Background: an optimization exercise with open tools, aiming at small area and a short achievable clock period. Do not read the settings as production practice. Power is estimated from default activity; no workload was simulated.

==> build 35 <==
// wfd
module wfd (
    input  wire        clk,
    input  wire        rst,
    input  wire        start,
    input  wire        s_end,
    input  wire        s_valid,
    input  wire [15:0] s_data,
    input  wire [15:0] cfg_vhigh,
    input  wire [15:0] cfg_vlow,
    input  wire        cfg_reverse,
    input  wire        cfg_invert,
    input  wire        cfg_verbose,
    output wire        s_ready,
    output wire        done,
    output wire        err,
    output wire [1:0]  err_code,
    output wire [2:0]  phase,
    output wire        b_valid,
    output wire [7:0]  b_data,
    output wire        sym_valid,
    output wire        sym,
    output wire [15:0] pre_start,
    output wire [15:0] pre_size,
    output wire [15:0] pre_end,
    output wire [15:0] short_dur,
    output wire [15:0] long_dur,
    output wire [15:0] byte_count,
    output wire        diag_sat,
    output wire        start_seen,
    output wire [2:0]  bitcnt,
    output wire [15:0] run
);
    reg [2:0]  ph_q;
    reg        sr_q, dn_q, er_q;       
    reg [1:0]  ec_q;
    reg [15:0] vhx_q, vlx_q;           
    reg        rev_q, inv_q;
    reg [15:0] pst_q, psz_q, pend_q;
    reg        cal_q;                  
    reg [12:0] q11_q;
    reg [3:0]  r11_q;
    reg [14:0] q3_q;
    reg [1:0]  r3_q;
    reg [15:0] run_q;
    reg        ss_q;
    reg [7:0]  acc_q;
    reg [2:0]  bc_q;
    reg [15:0] bcnt_q;
    reg        dsat_q;
    reg        bv_q, sv_q, sy_q;
    reg [7:0]  bd_q;
    wire        gh, lh, gl;
    wire        pst_max, pst_zero, psz_max, run_nz, cal_bad, emit_b, bcnt_max, sum_ov;
    wire        symbol;
    wire [15:0] pst_i, psz_i, pend_c, run_i, bcnt_i;
    wire [12:0] q11_i;
    wire [3:0]  r11_i;
    wire [14:0] q3_i;
    wire [1:0]  r3_i;
    wire [7:0]  acc_e, bd_e;
    wire [2:0]  bc_e;
    wire        clr, a_pst, a_psz1, a_psz2, a_cal1, a_cal2, a_em, a_ems, a_emb, a_run;
    wire        d_sat1, d_sat2, d_sat3;
    wire [9:0]  pe_hl, pe_h, pe_l, pe_0;    
    wire        en_pst, en_psz, en_cal, en_em, en_ems, en_emb, en_run, run_hi;
  ...
export LEC_CHECK = 0
export ABC_AREA = 1
export CAP_MARGIN = 20
export CORE_MARGIN = 2
export CORE_UTILIZATION = 55
export CTS_BUF_LIST = sky130_fd_sc_hd__clkbuf_4 sky130_fd_sc_hd__clkbuf_8
export SLEW_MARGIN = 20
export SYNTH_HIERARCHICAL = 1
export BUFFER_PORTS_ARGS = -buffer_cell sky130_fd_sc_hd__buf_2
create_clock -name core_clock -period 12.0 [get_ports {clk}]
standard.sh (not shown) runs the stock make flow with config.mk's settings and CLKGATE_MAP_FILE= SYNTH_SCRIPT=/design/flow/synth_recipe.tcl, a recipe that flattens the netlist after the stock synthesis.
==> flow/flow/run.sh <==
#!/bin/bash
# Standard layout (the standard.sh) with these changes to how it is made:
# - plain buf_2 cells on the input and output ports, instead of the default
#   delay buffers;
# - no mapping of adders to full/half-adder cells before ABC (ADDER_MAP_FILE
#   empty), so ABC maps all of the logic;
# - timing repair that aims for more setup slack than the clock period needs
#   (flow/margin.txt, ns), so that the layout reaches a shorter period.
set -o pipefail
MARGIN=$(cat flow/margin.txt 2>/dev/null || echo 8)
EXTRA=$(cat flow/extra.txt 2>/dev/null || true)
echo 'export BUFFER_PORTS_ARGS = -buffer_cell sky130_fd_sc_hd__buf_2' >> config.mk
bash standard.sh ADDER_MAP_FILE= SETUP_SLACK_MARGIN=$MARGIN $EXTRA finish > standard.log 2>&1
==> flow/flow/margin.txt <==
8.0
==> trial 92: changes against build 35 <==
--- a/flow/design.v
+++ b/flow/design.v
@@ -144,118 +144,42 @@
     wire [7:0] acc_s = {acc_q[6:0], symbol};
     wire [7:0] acc_r = {acc_s[0], acc_s[1], acc_s[2], acc_s[3],
                         acc_s[4], acc_s[5], acc_s[6], acc_s[7]};
     assign acc_e    = acc_s;
     assign bd_e     = inv_q ? acc_r : acc_s;
     assign bc_e     = {bc_q[2] ^ (bc_q[1] & bc_q[0]), bc_q[1] ^ bc_q[0], ~bc_q[0]};
     assign bcnt_i   = bcnt_c[15:0] | {16{bcnt_c[16]}};
-    wfd_early u_early (
-        .rst(rst), .start(start), .s_end(s_end), .s_valid(s_valid),
-        .ph(ph_q), .ec(ec_q), .ss(ss_q),
-        .pst_max(pst_max), .pst_zero(pst_zero), .psz_max(psz_max), .run_nz(run_nz),
-        .cal_bad(cal_bad), .emit_b(emit_b), .bcnt_max(bcnt_max), .sum_ov(sum_ov),
-        .clr(clr), .a_pst(a_pst), .a_psz1(a_psz1), .a_psz2(a_psz2),
-        .a_cal1(a_cal1), .a_cal2(a_cal2), .a_em(a_em), .a_ems(a_ems), .a_emb(a_emb),
-        .a_run(a_run), .d_sat1(d_sat1), .d_sat2(d_sat2), .d_sat3(d_sat3),
-        .pe_hl(pe_hl), .pe_h(pe_h), .pe_l(pe_l), .pe_0(pe_0)
-    );
-    always @(posedge clk) begin
-        {ph_q, ec_q, sr_q, dn_q, er_q} <= pe_n;
-        sv_q   <= sv_n;
-        bv_q   <= bv_n;
-        ss_q   <= ss_n;
-        dsat_q <= dsat_n;
-        if (en_pst) pst_q <= clr ? 16'd0 : pst_i;
-        if (en_psz) begin
-            psz_q <= clr ? 16'd0 : psz_i;
-            q11_q <= clr ? 13'd0 : q11_i;
-            r11_q <= clr ? 4'd0  : r11_i;
-            q3_q  <= clr ? 15'd0 : q3_i;
-            r3_q  <= clr ? 2'd0  : r3_i;
-        end
-        if (en_cal) begin
-            pend_q <= clr ? 16'd0 : pend_c;
-            cal_q  <= ~clr;
-        end
-        if (en_run) run_q <= run_hi ? run_i : 16'd0;
-        if (en_em)  sy_q <= ~clr & symbol;
-        if (en_ems) begin
-            acc_q  <= clr ? 8'd0 : acc_e;
-            bc_q   <= clr ? 3'd0 : bc_e;
-        end
-        if (en_emb) begin
-            bd_q   <= clr ? 8'd0 : bd_e;
-            bcnt_q <= clr ? 16'd0 : bcnt_i;
-        end
-        if (start) begin
-            vhx_q <= {~cfg_vhigh[15], cfg_vhigh[14:0]};
-            vlx_q <= {~cfg_vlow[15], cfg_vlow[14:0]};
-            rev_q <= cfg_reverse;
-            inv_q <= cfg_invert;
-        end
-    end
-    assign s_ready    = sr_q;
-    assign done       = dn_q;
-    assign err        = er_q;
-    assign err_code   = ec_q;
-    assign phase      = ph_q;
-    assign b_valid    = bv_q;
-    assign b_data     = bd_q;
-    assign sym_valid  = sv_q;
-    assign sym        = sy_q;
-    assign pre_start  = pst_q;
-    assign pre_size   = psz_q;
-    assign pre_end    = pend_q;
-    assign short_dur  = {3'd0, q11_q & {13{cal_q}}};
-    assign long_dur   = {1'd0, q3_q & {15{cal_q}}};
-    assign byte_count = bcnt_q;
-    assign diag_sat   = dsat_q;
-    assign start_seen = ss_q;
-    assign bitcnt     = bc_q;
-    assign run        = run_q;
-endmodule
-module wfd_early (
-    input  wire       rst, start, s_end, s_valid,
-    input  wire [2:0] ph,
-    input  wire [1:0] ec,
-    input  wire       ss,
-    input  wire       pst_max, pst_zero, psz_max, run_nz, cal_bad, emit_b, bcnt_max, sum_ov,
-    output wire       clr,
-    output wire       a_pst, a_psz1, a_psz2, a_cal1, a_cal2, a_em, a_ems, a_emb, a_run,
-    output wire       d_sat1, d_sat2, d_sat3,
-    output wire [9:0] pe_hl, pe_h, pe_l, pe_0
-);
     localparam [2:0] IDLE = 3'd0, PH1 = 3'd1, PH2 = 3'd2, PH3 = 3'd3,
                      DONE = 3'd4, ERR = 3'd5;
     localparam [1:0] E_NONE = 2'd0, E_CAL = 2'd1, E_INPUT = 2'd2, E_RANGE = 2'd3;
-    wire   p1 = (ph == PH1);
-    wire   p2 = (ph == PH2);
-    wire   p3 = (ph == PH3);
+    wire   p1 = (ph_q == PH1);
+    wire   p2 = (ph_q == PH2);
+    wire   p3 = (ph_q == PH3);
     assign clr = rst | start;
     wire   v  = s_valid & ~clr;
     assign a_pst  = v & p1 & ~pst_max;      
     assign a_psz1 = v & p1;                 
     assign a_psz2 = v & p2 & ~psz_max;      
     assign a_cal1 = v & p1;                 
     assign a_cal2 = v & p2;                 
     assign a_em   = v & p3 & run_nz;        
-    assign a_ems  = a_em & ss;             
+    assign a_ems  = a_em & ss_q;            
     assign a_emb  = a_em & emit_b;          
     assign a_run  = v & p3;
     assign d_sat1 = v & p1 & pst_max;       
     assign d_sat2 = sum_ov;                 
     assign d_sat3 = emit_b & bcnt_max;      
     function [9:0] nxt;
         input h, l;
         reg [2:0] pn;
         reg [1:0] en;
         reg       do2;
         begin
-            pn  = ph;
-            en  = ec;
+            pn  = ph_q;
+            en  = ec_q;
             do2 = v & (p2 | (p1 & ~h));
             if (v & p1 & h) begin
                 pn = PH1;
             end else if (do2) begin
                 if (l) begin
                     if (psz_max) begin
                         pn = ERR;
@@ -294,14 +218,68 @@
             nxt = {pn, en, (pn == PH1) | (pn == PH2) | (pn == PH3), pn == DONE, pn == ERR};
         end
     endfunction
     assign pe_hl = nxt(1'b1, 1'b1);
     assign pe_h  = nxt(1'b1, 1'b0);
     assign pe_l  = nxt(1'b0, 1'b1);
     assign pe_0  = nxt(1'b0, 1'b0);
+    always @(posedge clk) begin
+        {ph_q, ec_q, sr_q, dn_q, er_q} <= pe_n;
+        sv_q   <= sv_n;
+        bv_q   <= bv_n;
+        ss_q   <= ss_n;
+        dsat_q <= dsat_n;
+        if (en_pst) pst_q <= clr ? 16'd0 : pst_i;
+        if (en_psz) begin
+            psz_q <= clr ? 16'd0 : psz_i;
+            q11_q <= clr ? 13'd0 : q11_i;
+            r11_q <= clr ? 4'd0  : r11_i;
+            q3_q  <= clr ? 15'd0 : q3_i;
+            r3_q  <= clr ? 2'd0  : r3_i;
+        end
+        if (en_cal) begin
+            pend_q <= clr ? 16'd0 : pend_c;
+            cal_q  <= ~clr;
+        end
+        if (en_run) run_q <= run_hi ? run_i : 16'd0;
+        if (en_em)  sy_q <= ~clr & symbol;
+        if (en_ems) begin
+            acc_q  <= clr ? 8'd0 : acc_e;
+            bc_q   <= clr ? 3'd0 : bc_e;
+        end
+        if (en_emb) begin
+            bd_q   <= clr ? 8'd0 : bd_e;
+            bcnt_q <= clr ? 16'd0 : bcnt_i;
+        end
+        if (start) begin
+            vhx_q <= {~cfg_vhigh[15], cfg_vhigh[14:0]};
+            vlx_q <= {~cfg_vlow[15], cfg_vlow[14:0]};
+            rev_q <= cfg_reverse;
+            inv_q <= cfg_invert;
+        end
+    end
+    assign s_ready    = sr_q;
+    assign done       = dn_q;
+    assign err        = er_q;
+    assign err_code   = ec_q;
+    assign phase      = ph_q;
+    assign b_valid    = bv_q;
+    assign b_data     = bd_q;
+    assign sym_valid  = sv_q;
+    assign sym        = sy_q;
+    assign pre_start  = pst_q;
+    assign pre_size   = psz_q;
+    assign pre_end    = pend_q;
+    assign short_dur  = {3'd0, q11_q & {13{cal_q}}};
+    assign long_dur   = {1'd0, q3_q & {15{cal_q}}};
+    assign byte_count = bcnt_q;
+    assign diag_sat   = dsat_q;
+    assign start_seen = ss_q;
+    assign bitcnt     = bc_q;
+    assign run        = run_q;
 endmodule
 module wfd_cmp (
     input  wire [15:0] s_data,
     input  wire [15:0] vhx,
     input  wire [15:0] vlx,
     output wire        gh,
     output wire        lh,
==> flow/flow/margin.txt (replaced) <==
8
Settings changed: ABC_AREA 1 to not set, CORE_UTILIZATION 55 to 40, CTS_BUF_LIST sky130_fd_sc_hd__clkbuf_4 sky130_fd_sc_hd__clkbuf_8 to not set.
==> notes <==
Against build 35, the non-clock buffer count of trial 92 is higher by 56.
Between trial 92 and build 35, the lower critical path depth is in build 35 (gap 4).
Of build 35 and trial 92, trial 92 has the higher final area (gap about 11%, measured against trial 92).
Of trial 92 and build 35, trial 92 has the higher total power (gap 12%, measured against build 35).
Between trial 92 and build 35, the lower combinational power is in build 35 (gap about 10%, measured against build 35).
In build 35 the hold slack is lower than in trial 92, by 0.031 ns.
Sequential cell count is the same in trial 92 and build 35.
Against trial 92, the global-route usage of build 35 is higher by 3.9 points.
Between build 35 and trial 92, the lower sequential power is in build 35 (gap about 1%, measured against trial 92).
==> figures <==
	trial 92	build 35
Final design area excluding fillers	15700 µm²	14000 µm²
Worst stage delay on the critical path	0.27 ns	0.40 ns
Clock group power	594 µW	445 µW
Site Rows	63	53
Met1 layer usage reported by global route	27.3%	30.1%
Mapped Cells	1287	1628
Internal	1260 µW	1070 µW
Invs w/o clock	70	375
Met2 usage	32.6%	42.4%
Antenna violations before repair	1	2
Leakage power summed over all cells	0.00635 µW	0.00746 µW
Number of standard cells in the final layout excluding fillers	1921	2138
Multi-input gate area in the final layout	6980 µm²	5140 µm²
Min Tclk post-route	4.17 ns	3.97 ns
Combinational fraction of design power	23.8%	24.3%
R2R Setup Slk	8.09 ns	8.23 ns
Status	complete, no violations	complete, no violations
Resized cells post-CTS	54	16
Power Dens Cells	116 nW/µm²	117 nW/µm²
Function was not checked in any run of this note: the RTL went through the layout flow alone.


==> inputs of run a <==
==> flow/design.v <==
module wfd (
    input  wire        clk,
    input  wire        rst,
    input  wire        start,
    input  wire        s_end,
    input  wire        s_valid,
    input  wire [15:0] s_data,
    input  wire [15:0] cfg_vhigh,
    input  wire [15:0] cfg_vlow,
    input  wire        cfg_reverse,
    input  wire        cfg_invert,
    input  wire        cfg_verbose,
    output wire        s_ready,
    output wire        done,
    output wire        err,
    output wire [1:0]  err_code,
    output wire [2:0]  phase,
    output wire        b_valid,
    output wire [7:0]  b_data,
    output wire        sym_valid,
    output wire        sym,
    output wire [15:0] pre_start,
    output wire [15:0] pre_size,
    output wire [15:0] pre_end,
    output wire [15:0] short_dur,
    output wire [15:0] long_dur,
    output wire [15:0] byte_count,
    output wire        diag_sat,
    output wire        start_seen,
    output wire [2:0]  bitcnt,
    output wire [15:0] run
);
    reg [2:0]  ph_q;
    reg        sr_q, dn_q, er_q;       
    reg [1:0]  ec_q;
    reg [15:0] vhx_q, vlx_q;           
    reg        rev_q, inv_q;
    reg [15:0] pst_q, psz_q, pend_q;
    reg        cal_q;                  
    reg [12:0] q11_q;
    reg [3:0]  r11_q;
    reg [14:0] q3_q;
    reg [1:0]  r3_q;
    reg [15:0] run_q;
    reg        ss_q;
    reg [7:0]  acc_q;
    reg [2:0]  bc_q;
    reg [15:0] bcnt_q;
    reg        dsat_q;
    reg        bv_q, sv_q, sy_q;
    reg [7:0]  bd_q;
    wire        gh, lh, gl;
    wire        pst_max, pst_zero, psz_max, run_nz, cal_bad, emit_b, bcnt_max, sum_ov;
    wire        symbol;
    wire [15:0] pst_i, psz_i, pend_c, run_i, bcnt_i;
    wire [12:0] q11_i;
    wire [3:0]  r11_i;
    wire [14:0] q3_i;
    wire [1:0]  r3_i;
    wire [7:0]  acc_e, bd_e;
    wire [2:0]  bc_e;
    wire        clr, a_pst, a_psz1, a_psz2, a_cal1, a_cal2, a_em, a_ems, a_emb, a_run;
    wire        d_sat1, d_sat2, d_sat3;
    wire [9:0]  pe_hl, pe_h, pe_l, pe_0;    
    wire        en_pst, en_psz, en_cal, en_em, en_ems, en_emb, en_run, run_hi;
    wire        sv_n, bv_n, ss_n, dsat_n;
    wire [9:0]  pe_n;
    wfd_cmp u_cmp (
        .s_data(s_data), .vhx(vhx_q), .vlx(vlx_q), .gh(gh), .lh(lh), .gl(gl)
    );
    wfd_late u_late (
        .gh(gh), .lh(lh), .gl(gl), .clr(clr), .a_pst(a_pst), .a_psz1(a_psz1), .a_psz2(a_psz2),
        .a_cal1(a_cal1), .a_cal2(a_cal2), .a_em(a_em), .a_ems(a_ems), .a_emb(a_emb), .a_run(a_run),
        .d_sat1(d_sat1), .d_sat2(d_sat2), .d_sat3(d_sat3), .emit_b(emit_b),
        .ss(ss_q), .dsat(dsat_q),
        .pe_hl(pe_hl), .pe_h(pe_h), .pe_l(pe_l), .pe_0(pe_0),
        .en_pst(en_pst), .en_psz(en_psz), .en_cal(en_cal), .en_em(en_em), .en_ems(en_ems), .en_emb(en_emb),
        .en_run(en_run), .run_hi(run_hi),
        .sv_n(sv_n), .bv_n(bv_n), .ss_n(ss_n), .dsat_n(dsat_n), .pe_n(pe_n)
    );
    function [16:0] inc16;
        input [15:0] x;
        input        cin;
        reg          c;
        integer      k;
        begin
            c = cin;
            for (k = 0; k < 16; k = k + 1) begin
                inc16[k] = x[k] ^ c;
                c = c & x[k];
            end
            inc16[16] = c;
        end
    endfunction
    function [16:0] add16;
        input [15:0] a, b;
        input        cin;
        reg          c;
        integer      k;
        begin
            c = cin;
            for (k = 0; k < 16; k = k + 1) begin
                add16[k] = a[k] ^ b[k] ^ c;
                c = (a[k] & b[k]) | (c & (a[k] ^ b[k]));
            end
            add16[16] = c;
        end
    endfunction
    wire [16:0] pst_c  = inc16(pst_q, 1'b1);
    wire [16:0] psz_c  = inc16(psz_q, 1'b1);
    wire [16:0] run_c  = inc16(run_q, 1'b1);
    wire [16:0] bcnt_c = inc16(bcnt_q, 1'b1);
    assign pst_max  = pst_c[16];
    assign psz_max  = psz_c[16];
    assign bcnt_max = bcnt_c[16];
    assign pst_zero = ~|pst_q;
    assign run_nz   = |run_q;
    assign cal_bad  = ~|q11_q;                           
    assign pst_i    = pst_c[15:0];
    assign psz_i    = psz_c[15:0];
    wire   r11_w    = (r11_q == 4'd10);
    wire [16:0] q11_c = inc16({3'd0, q11_q}, r11_w);
    assign q11_i    = q11_c[12:0];
    assign r11_i    = r11_w ? 4'd0 : {r11_q[3] | (r11_q[2] & r11_q[1] & r11_q[0]),
                                      r11_q[2] ^ (r11_q[1] & r11_q[0]),
                                      r11_q[1] ^ r11_q[0], ~r11_q[0]};
    wire   r3_w     = r3_q[1];                           
    wire [16:0] q3_c = inc16({1'd0, q3_q}, r3_w);
    assign q3_i     = q3_c[14:0];
    assign r3_i     = {r3_q[0], ~r3_q[1] & ~r3_q[0]};
    wire [16:0] end_sum = add16(pst_q, psz_q, 1'b0);
    assign sum_ov   = end_sum[16];
    assign pend_c   = end_sum[15:0] | {16{end_sum[16]}};
    assign run_i    = run_c[15:0] | {16{run_c[16]}};   
    wire [16:0] run4lo = add16({run_q[13:0], 2'b00}, run_q, 1'b0);    
    wire [2:0]  run5hi = {1'b0, run_q[15:14]} + {2'b00, run4lo[16]};
    wire [16:0] run5r  = add16(run4lo[15:0], {14'd0, r3_q}, 1'b0);
    wire        hi_nz  = |run5hi | run5r[16];
    wire [16:0] diff   = add16(run5r[15:0], ~psz_q, 1'b1);
    wire   is_short = ~hi_nz & ~diff[16];
    assign symbol   = ~(is_short ^ rev_q);
    wire   full     = &bc_q;
    assign emit_b   = ss_q & full;
    wire [7:0] acc_s = {acc_q[6:0], symbol};
    wire [7:0] acc_r = {acc_s[0], acc_s[1], acc_s[2], acc_s[3],
                        acc_s[4], acc_s[5], acc_s[6], acc_s[7]};
    assign acc_e    = acc_s;
    assign bd_e     = inv_q ? acc_r : acc_s;
    assign bc_e     = {bc_q[2] ^ (bc_q[1] & bc_q[0]), bc_q[1] ^ bc_q[0], ~bc_q[0]};
    assign bcnt_i   = bcnt_c[15:0] | {16{bcnt_c[16]}};
    localparam [2:0] IDLE = 3'd0, PH1 = 3'd1, PH2 = 3'd2, PH3 = 3'd3,
                     DONE = 3'd4, ERR = 3'd5;
    localparam [1:0] E_NONE = 2'd0, E_CAL = 2'd1, E_INPUT = 2'd2, E_RANGE = 2'd3;
    wire   p1 = (ph_q == PH1);
    wire   p2 = (ph_q == PH2);
    wire   p3 = (ph_q == PH3);
    assign clr = rst | start;
    wire   v  = s_valid & ~clr;
    assign a_pst  = v & p1 & ~pst_max;      
    assign a_psz1 = v & p1;                 
    assign a_psz2 = v & p2 & ~psz_max;      
    assign a_cal1 = v & p1;                 
    assign a_cal2 = v & p2;                 
    assign a_em   = v & p3 & run_nz;        
    assign a_ems  = a_em & ss_q;            
    assign a_emb  = a_em & emit_b;          
    assign a_run  = v & p3;
    assign d_sat1 = v & p1 & pst_max;       
    assign d_sat2 = sum_ov;                 
    assign d_sat3 = emit_b & bcnt_max;      
    function [9:0] nxt;
        input h, l;
        reg [2:0] pn;
        reg [1:0] en;
        reg       do2;
        begin
            pn  = ph_q;
            en  = ec_q;
            do2 = v & (p2 | (p1 & ~h));
            if (v & p1 & h) begin
                pn = PH1;
            end else if (do2) begin
                if (l) begin
                    if (psz_max) begin
                        pn = ERR;
                        en = E_RANGE;
                    end else begin
                        pn = PH2;
                    end
                end else if (cal_bad) begin
                    pn = ERR;
                    en = E_CAL;
                end else begin
                    pn = PH3;
                end
            end
            if (s_end) begin
                case (pn)
                    PH1: begin
                        pn = ERR;
                        en = (pst_zero && !(v & p1 & h)) ? E_INPUT : E_CAL;
                    end
                    PH2: begin
                        pn = ERR;
                        en = E_CAL;
                    end
                    PH3: pn = DONE;
                    default: ;
                endcase
            end
            if (rst) begin
                pn = IDLE;
                en = E_NONE;
            end else if (start) begin
                pn = PH1;
                en = E_NONE;
            end
            nxt = {pn, en, (pn == PH1) | (pn == PH2) | (pn == PH3), pn == DONE, pn == ERR};
        end
    endfunction
    assign pe_hl = nxt(1'b1, 1'b1);
    assign pe_h  = nxt(1'b1, 1'b0);
    assign pe_l  = nxt(1'b0, 1'b1);
    assign pe_0  = nxt(1'b0, 1'b0);
    always @(posedge clk) begin
        {ph_q, ec_q, sr_q, dn_q, er_q} <= pe_n;
        sv_q   <= sv_n;
        bv_q   <= bv_n;
        ss_q   <= ss_n;
        dsat_q <= dsat_n;
        if (en_pst) pst_q <= clr ? 16'd0 : pst_i;
        if (en_psz) begin
            psz_q <= clr ? 16'd0 : psz_i;
            q11_q <= clr ? 13'd0 : q11_i;
            r11_q <= clr ? 4'd0  : r11_i;
            q3_q  <= clr ? 15'd0 : q3_i;
            r3_q  <= clr ? 2'd0  : r3_i;
        end
        if (en_cal) begin
            pend_q <= clr ? 16'd0 : pend_c;
            cal_q  <= ~clr;
        end
        if (en_run) run_q <= run_hi ? run_i : 16'd0;
        if (en_em)  sy_q <= ~clr & symbol;
        if (en_ems) begin
            acc_q  <= clr ? 8'd0 : acc_e;
            bc_q   <= clr ? 3'd0 : bc_e;
        end
        if (en_emb) begin
            bd_q   <= clr ? 8'd0 : bd_e;
            bcnt_q <= clr ? 16'd0 : bcnt_i;
        end
        if (start) begin
            vhx_q <= {~cfg_vhigh[15], cfg_vhigh[14:0]};
            vlx_q <= {~cfg_vlow[15], cfg_vlow[14:0]};
            rev_q <= cfg_reverse;
            inv_q <= cfg_invert;
        end
    end
    assign s_ready    = sr_q;
    assign done       = dn_q;
    assign err        = er_q;
    assign err_code   = ec_q;
    assign phase      = ph_q;
    assign b_valid    = bv_q;
    assign b_data     = bd_q;
    assign sym_valid  = sv_q;
    assign sym        = sy_q;
    assign pre_start  = pst_q;
    assign pre_size   = psz_q;
    assign pre_end    = pend_q;
    assign short_dur  = {3'd0, q11_q & {13{cal_q}}};
    assign long_dur   = {1'd0, q3_q & {15{cal_q}}};
    assign byte_count = bcnt_q;
    assign diag_sat   = dsat_q;
    assign start_seen = ss_q;
    assign bitcnt     = bc_q;
    assign run        = run_q;
endmodule
module wfd_cmp (
    input  wire [15:0] s_data,
    input  wire [15:0] vhx,
    input  wire [15:0] vlx,
    output wire        gh,
    output wire        lh,
    output wire        gl
);
    wire [15:0] sx = {~s_data[15], s_data[14:0]};
    wire        ll;
    wfd_cmp16 u_h (.a(sx), .b(vhx), .g(gh), .l(lh));
    wfd_cmp16 u_l (.a(sx), .b(vlx), .g(gl), .l(ll));
endmodule
module wfd_cmp16 (
    input  wire [15:0] a,
    input  wire [15:0] b,
    output wire        g,
    output wire        l
);
    wire [3:0] g4, l4;
    wfd_cmp4 u0 (.a(a[3:0]),   .b(b[3:0]),   .g(g4[0]), .l(l4[0]));
    wfd_cmp4 u1 (.a(a[7:4]),   .b(b[7:4]),   .g(g4[1]), .l(l4[1]));
    wfd_cmp4 u2 (.a(a[11:8]),  .b(b[11:8]),  .g(g4[2]), .l(l4[2]));
    wfd_cmp4 u3 (.a(a[15:12]), .b(b[15:12]), .g(g4[3]), .l(l4[3]));
    wfd_cmb4 u4 (.gi(g4), .li(l4), .g(g), .l(l));
endmodule
module wfd_cmp4 (
    input  wire [3:0] a,
    input  wire [3:0] b,
    output wire       g,
    output wire       l
);
    wire [3:0] gi = a & ~b;
    wire [3:0] li = ~a & b;
    wfd_cmb4 u (.gi(gi), .li(li), .g(g), .l(l));
endmodule
module wfd_cmb4 (
    input  wire [3:0] gi,
    input  wire [3:0] li,
    output wire       g,
    output wire       l
);
    assign g = gi[3] | (~li[3] & (gi[2] | (~li[2] & (gi[1] | (~li[1] & gi[0])))));
    assign l = li[3] | (~gi[3] & (li[2] | (~gi[2] & (li[1] | (~gi[1] & li[0])))));
endmodule
module wfd_late (
    input  wire       gh, lh, gl, clr,
    input  wire       a_pst, a_psz1, a_psz2, a_cal1, a_cal2, a_em, a_ems, a_emb, a_run,
    input  wire       d_sat1, d_sat2, d_sat3, emit_b, ss, dsat,
    input  wire [9:0] pe_hl, pe_h, pe_l, pe_0,
    output wire       en_pst, en_psz, en_cal, en_em, en_ems, en_emb, en_run, run_hi,
    output wire       sv_n, bv_n, ss_n, dsat_n,
    output wire [9:0] pe_n
);
    wire e_pst = a_pst & ~lh;
    wire e_psz = ~gl & (a_psz2 | (a_psz1 & lh));
    wire e_cal = gl & (a_cal2 | (a_cal1 & lh));
    wire e_em  = a_em & ~gh;
    assign en_pst = e_pst | clr;
    assign en_psz = e_psz | clr;
    assign en_cal = e_cal | clr;
    assign en_em  = e_em | clr;
    assign en_ems = (a_ems & ~gh) | clr;
    assign en_emb = (a_emb & ~gh) | clr;
    assign en_run = a_run | clr;
    assign run_hi = gh & ~clr;
    assign sv_n   = e_em;
    assign bv_n   = e_em & emit_b;
    assign ss_n   = ~clr & (ss | e_em);
    assign dsat_n = ~clr & (dsat | (d_sat1 & ~lh) | (d_sat2 & e_cal) | (d_sat3 & e_em));
    assign pe_n   = lh ? (gl ? pe_0 : pe_l) : (gl ? pe_h : pe_hl);
endmodule
==> flow/flow/run.sh <==
#!/bin/bash
# Standard layout (the standard.sh) with these changes to how it is made:
# - plain buf_2 cells on the input and output ports, instead of the default
#   delay buffers;
# - no mapping of adders to full/half-adder cells before ABC (ADDER_MAP_FILE
#   empty), so ABC maps all of the logic;
# - timing repair that aims for more setup slack than the clock period needs
#   (flow/margin.txt, ns), so that the layout reaches a shorter period.
set -o pipefail
MARGIN=$(cat flow/margin.txt 2>/dev/null || echo 8)
EXTRA=$(cat flow/extra.txt 2>/dev/null || true)
echo 'export BUFFER_PORTS_ARGS = -buffer_cell sky130_fd_sc_hd__buf_2' >> config.mk
bash standard.sh ADDER_MAP_FILE= SETUP_SLACK_MARGIN=$MARGIN $EXTRA finish > standard.log 2>&1
==> flow/flow/margin.txt <==
7.5
==> flow/standard.sh <==
#!/bin/bash
# synth_recipe.tcl (not shown) runs the flow's synth.tcl, then flattens the netlist and writes it again
# the make line also repeats each setting of config.mk as NAME=value (left out here)
make -C /OpenROAD-flow-scripts/flow DESIGN_CONFIG=/design/flow/config.mk WORK_HOME=/design/flow/orfs CLKGATE_MAP_FILE= SYNTH_SCRIPT=/design/flow/synth_recipe.tcl "${@:-finish}"
==> flow/config.mk <==
export PLATFORM = sky130hd
export DESIGN_NAME = wfd
export DESIGN_NICKNAME = wfd
export VERILOG_FILES = /design/flow/design.v
export SDC_FILE = /design/flow/constraint.sdc
export NUM_CORES = 4
export LEC_CHECK = 0
export ABC_AREA = 1
export CAP_MARGIN = 20
export CORE_MARGIN = 2
export CORE_UTILIZATION = 40
export SLEW_MARGIN = 20
export SYNTH_HIERARCHICAL = 1
export BUFFER_PORTS_ARGS = -buffer_cell sky130_fd_sc_hd__buf_2
==> flow/constraint.sdc <==
create_clock -name core_clock -period 12.0 [get_ports {clk}]
set_input_delay 2.4000 -clock core_clock [delete_from_list [all_inputs] [get_ports {clk}]]
set_output_delay 2.4000 -clock core_clock [all_outputs]
set_load 0.01 [all_outputs]
==> inputs of run b, as changes to run a <==
==> flow/flow/margin.txt (replaced) <==
7
==> inputs of run c, as changes to run a <==
--- a/flow/design.v
+++ b/flow/design.v
@@ -149,10 +149,86 @@
     assign bc_e     = {bc_q[2] ^ (bc_q[1] & bc_q[0]), bc_q[1] ^ bc_q[0], ~bc_q[0]};
     assign bcnt_i   = bcnt_c[15:0] | {16{bcnt_c[16]}};
+    wfd_early u_early (
+        .rst(rst), .start(start), .s_end(s_end), .s_valid(s_valid),
+        .ph(ph_q), .ec(ec_q), .ss(ss_q),
+        .pst_max(pst_max), .pst_zero(pst_zero), .psz_max(psz_max), .run_nz(run_nz),
+        .cal_bad(cal_bad), .emit_b(emit_b), .bcnt_max(bcnt_max), .sum_ov(sum_ov),
+        .clr(clr), .a_pst(a_pst), .a_psz1(a_psz1), .a_psz2(a_psz2),
+        .a_cal1(a_cal1), .a_cal2(a_cal2), .a_em(a_em), .a_ems(a_ems), .a_emb(a_emb),
+        .a_run(a_run), .d_sat1(d_sat1), .d_sat2(d_sat2), .d_sat3(d_sat3),
+        .pe_hl(pe_hl), .pe_h(pe_h), .pe_l(pe_l), .pe_0(pe_0)
+    );
+    always @(posedge clk) begin
+        {ph_q, ec_q, sr_q, dn_q, er_q} <= pe_n;
+        sv_q   <= sv_n;
+        bv_q   <= bv_n;
+        ss_q   <= ss_n;
+        dsat_q <= dsat_n;
+        if (en_pst) pst_q <= clr ? 16'd0 : pst_i;
+        if (en_psz) begin
+            psz_q <= clr ? 16'd0 : psz_i;
+            q11_q <= clr ? 13'd0 : q11_i;
+            r11_q <= clr ? 4'd0  : r11_i;
+            q3_q  <= clr ? 15'd0 : q3_i;
+            r3_q  <= clr ? 2'd0  : r3_i;
+        end
+        if (en_cal) begin
+            pend_q <= clr ? 16'd0 : pend_c;
+            cal_q  <= ~clr;
+        end
+        if (en_run) run_q <= run_hi ? run_i : 16'd0;
+        if (en_em)  sy_q <= ~clr & symbol;
+        if (en_ems) begin
+            acc_q  <= clr ? 8'd0 : acc_e;
+            bc_q   <= clr ? 3'd0 : bc_e;
+        end
+        if (en_emb) begin
+            bd_q   <= clr ? 8'd0 : bd_e;
+            bcnt_q <= clr ? 16'd0 : bcnt_i;
+        end
+        if (start) begin
+            vhx_q <= {~cfg_vhigh[15], cfg_vhigh[14:0]};
+            vlx_q <= {~cfg_vlow[15], cfg_vlow[14:0]};
+            rev_q <= cfg_reverse;
+            inv_q <= cfg_invert;
+        end
+    end
+    assign s_ready    = sr_q;
+    assign done       = dn_q;
+    assign err        = er_q;
+    assign err_code   = ec_q;
+    assign phase      = ph_q;
+    assign b_valid    = bv_q;
+    assign b_data     = bd_q;
+    assign sym_valid  = sv_q;
+    assign sym        = sy_q;
+    assign pre_start  = pst_q;
+    assign pre_size   = psz_q;
+    assign pre_end    = pend_q;
+    assign short_dur  = {3'd0, q11_q & {13{cal_q}}};
+    assign long_dur   = {1'd0, q3_q & {15{cal_q}}};
+    assign byte_count = bcnt_q;
+    assign diag_sat   = dsat_q;
+    assign start_seen = ss_q;
+    assign bitcnt     = bc_q;
+    assign run        = run_q;
+endmodule
+module wfd_early (
+    input  wire       rst, start, s_end, s_valid,
+    input  wire [2:0] ph,
+    input  wire [1:0] ec,
+    input  wire       ss,
+    input  wire       pst_max, pst_zero, psz_max, run_nz, cal_bad, emit_b, bcnt_max, sum_ov,
+    output wire       clr,
+    output wire       a_pst, a_psz1, a_psz2, a_cal1, a_cal2, a_em, a_ems, a_emb, a_run,
+    output wire       d_sat1, d_sat2, d_sat3,
+    output wire [9:0] pe_hl, pe_h, pe_l, pe_0
+);
     localparam [2:0] IDLE = 3'd0, PH1 = 3'd1, PH2 = 3'd2, PH3 = 3'd3,
                      DONE = 3'd4, ERR = 3'd5;
     localparam [1:0] E_NONE = 2'd0, E_CAL = 2'd1, E_INPUT = 2'd2, E_RANGE = 2'd3;
-    wire   p1 = (ph_q == PH1);
-    wire   p2 = (ph_q == PH2);
-    wire   p3 = (ph_q == PH3);
+    wire   p1 = (ph == PH1);
+    wire   p2 = (ph == PH2);
+    wire   p3 = (ph == PH3);
     assign clr = rst | start;
     wire   v  = s_valid & ~clr;
@@ -163,5 +239,5 @@
     assign a_cal2 = v & p2;                 
     assign a_em   = v & p3 & run_nz;        
-    assign a_ems  = a_em & ss_q;            
+    assign a_ems  = a_em & ss;             
     assign a_emb  = a_em & emit_b;          
     assign a_run  = v & p3;
@@ -175,6 +251,6 @@
         reg       do2;
         begin
-            pn  = ph_q;
-            en  = ec_q;
+            pn  = ph;
+            en  = ec;
             do2 = v & (p2 | (p1 & ~h));
             if (v & p1 & h) begin
@@ -223,58 +299,4 @@
     assign pe_l  = nxt(1'b0, 1'b1);
     assign pe_0  = nxt(1'b0, 1'b0);
-    always @(posedge clk) begin
-        {ph_q, ec_q, sr_q, dn_q, er_q} <= pe_n;
-        sv_q   <= sv_n;
-        bv_q   <= bv_n;
-        ss_q   <= ss_n;
-        dsat_q <= dsat_n;
-        if (en_pst) pst_q <= clr ? 16'd0 : pst_i;
-        if (en_psz) begin
-            psz_q <= clr ? 16'd0 : psz_i;
-            q11_q <= clr ? 13'd0 : q11_i;
-            r11_q <= clr ? 4'd0  : r11_i;
-            q3_q  <= clr ? 15'd0 : q3_i;
-            r3_q  <= clr ? 2'd0  : r3_i;
-        end
-        if (en_cal) begin
-            pend_q <= clr ? 16'd0 : pend_c;
-            cal_q  <= ~clr;
-        end
-        if (en_run) run_q <= run_hi ? run_i : 16'd0;
-        if (en_em)  sy_q <= ~clr & symbol;
-        if (en_ems) begin
-            acc_q  <= clr ? 8'd0 : acc_e;
-            bc_q   <= clr ? 3'd0 : bc_e;
-        end
-        if (en_emb) begin
-            bd_q   <= clr ? 8'd0 : bd_e;
-            bcnt_q <= clr ? 16'd0 : bcnt_i;
-        end
-        if (start) begin
-            vhx_q <= {~cfg_vhigh[15], cfg_vhigh[14:0]};
-            vlx_q <= {~cfg_vlow[15], cfg_vlow[14:0]};
-            rev_q <= cfg_reverse;
-            inv_q <= cfg_invert;
-        end
-    end
-    assign s_ready    = sr_q;
-    assign done       = dn_q;
-    assign err        = er_q;
-    assign err_code   = ec_q;
-    assign phase      = ph_q;
-    assign b_valid    = bv_q;
-    assign b_data     = bd_q;
-    assign sym_valid  = sv_q;
-    assign sym        = sy_q;
-    assign pre_start  = pst_q;
-    assign pre_size   = psz_q;
-    assign pre_end    = pend_q;
-    assign short_dur  = {3'd0, q11_q & {13{cal_q}}};
-    assign long_dur   = {1'd0, q3_q & {15{cal_q}}};
-    assign byte_count = bcnt_q;
-    assign diag_sat   = dsat_q;
-    assign start_seen = ss_q;
-    assign bitcnt     = bc_q;
-    assign run        = run_q;
 endmodule
 module wfd_cmp (
==> flow/flow/margin.txt (replaced) <==
8.0
--- a/flow/config.mk
+++ b/flow/config.mk
@@ -9,5 +9,6 @@
 export CAP_MARGIN = 20
 export CORE_MARGIN = 2
-export CORE_UTILIZATION = 40
+export CORE_UTILIZATION = 55
+export CTS_BUF_LIST = sky130_fd_sc_hd__clkbuf_8
 export SLEW_MARGIN = 20
 export SYNTH_HIERARCHICAL = 1
==> qor summary <==
| quantity | run a | run b | run c |
|---|---|---|---|
| Highest cell delay on the worst timing path | 210 ps | 350 ps | 400 ps |
| Critical Path Sink | sr_q$_DFF_P_ | er_q$_DFF_P_ | q3_q[13]$_SDFFCE_PP0P_ |
| Length of routed met2 wiring | 13.9 mm | 13.4 mm | 13.6 mm |
| Cell area reported after detailed placement | 12900 um2 | 12900 um2 | 12900 um2 |
| Proportion of cell area occupied by multi-input gates | 0.352 | 0.353 | 0.368 |
| Via count of the first global-routing pass | 9727 | 9765 | 9425 |
| Net switching fraction of the power | 0.321 | 0.327 | 0.346 |
| Total number of tap cells | 384 | 384 | 275 |
| Internal Dissipation | 1.17 mW | 1.15 mW | 1.07 mW |
| Run status | timing/DRC/antenna clean | timing/DRC/antenna clean | timing/DRC/antenna clean |
| WL met3 | 1.56 mm | 1.52 mm | 1.46 mm |
| Clock slew at the register clock pins of the worst setup and hold paths | 80 ps | 70 ps | 110 ps |
| Final wirelength | 28.9 mm | 28.3 mm | 27.7 mm |
| Worst Setup SP | start | start | rst |
| Power consumed by combinational cells | 0.366 mW | 0.359 mW | 0.395 mW |
| Top routing layer used | met4 | met5 | met5 |
| Drt first pass iters | 5 | 5 | 7 |
| Clock network contribution to total cell area | 0.0427 | 0.0415 | 0.0315 |
| End-of-flow core utilization | 0.479 | 0.474 | 0.665 |
Function was not checked in any run of this note: the RTL went through the layout flow alone.

what the ideal ports hide:
The flow's constraints put no driver on any port. The routed layouts listed below were extracted and timed again, unchanged, in two steps.
Step 1 assumes that a clkbuf_16 drives the clock port and a buf_2 every other input.
Step 2 adds t to the input delays and takes it off the output delays; t is the mean of the earliest and latest rising clock arrival at the registers after step 1. Input paths then give back, and output paths get back, about the clock's delay inside the block.
Slacks: ideal / step 1 / step 2; pairs: ideal / step 1.
run	t, ns	setup slack, ns	worst hold slack (ns)	worst setup path at the end	worst slew at a driven data input, ns
build 35	0.517	8.028 / 8.047 / 7.530	0.554 / 0.554 / 0.554	input to register	0.07
trial 92	0.484	7.829 / 7.833 / 7.349	0.584 / 0.584 / 0.584	input to register	0.06
run a	0.479	7.626 / 7.627 / 7.148	0.515 / 0.515 / 0.515	input to register	0.06
run b	0.468	7.341 / 7.328 / 6.860	0.513 / 0.513 / 0.513	input to register	0.07
run c	0.517	8.028 / 8.047 / 7.530	0.554 / 0.554 / 0.554	input to register	0.07
After both steps setup and hold are still met in every run listed.
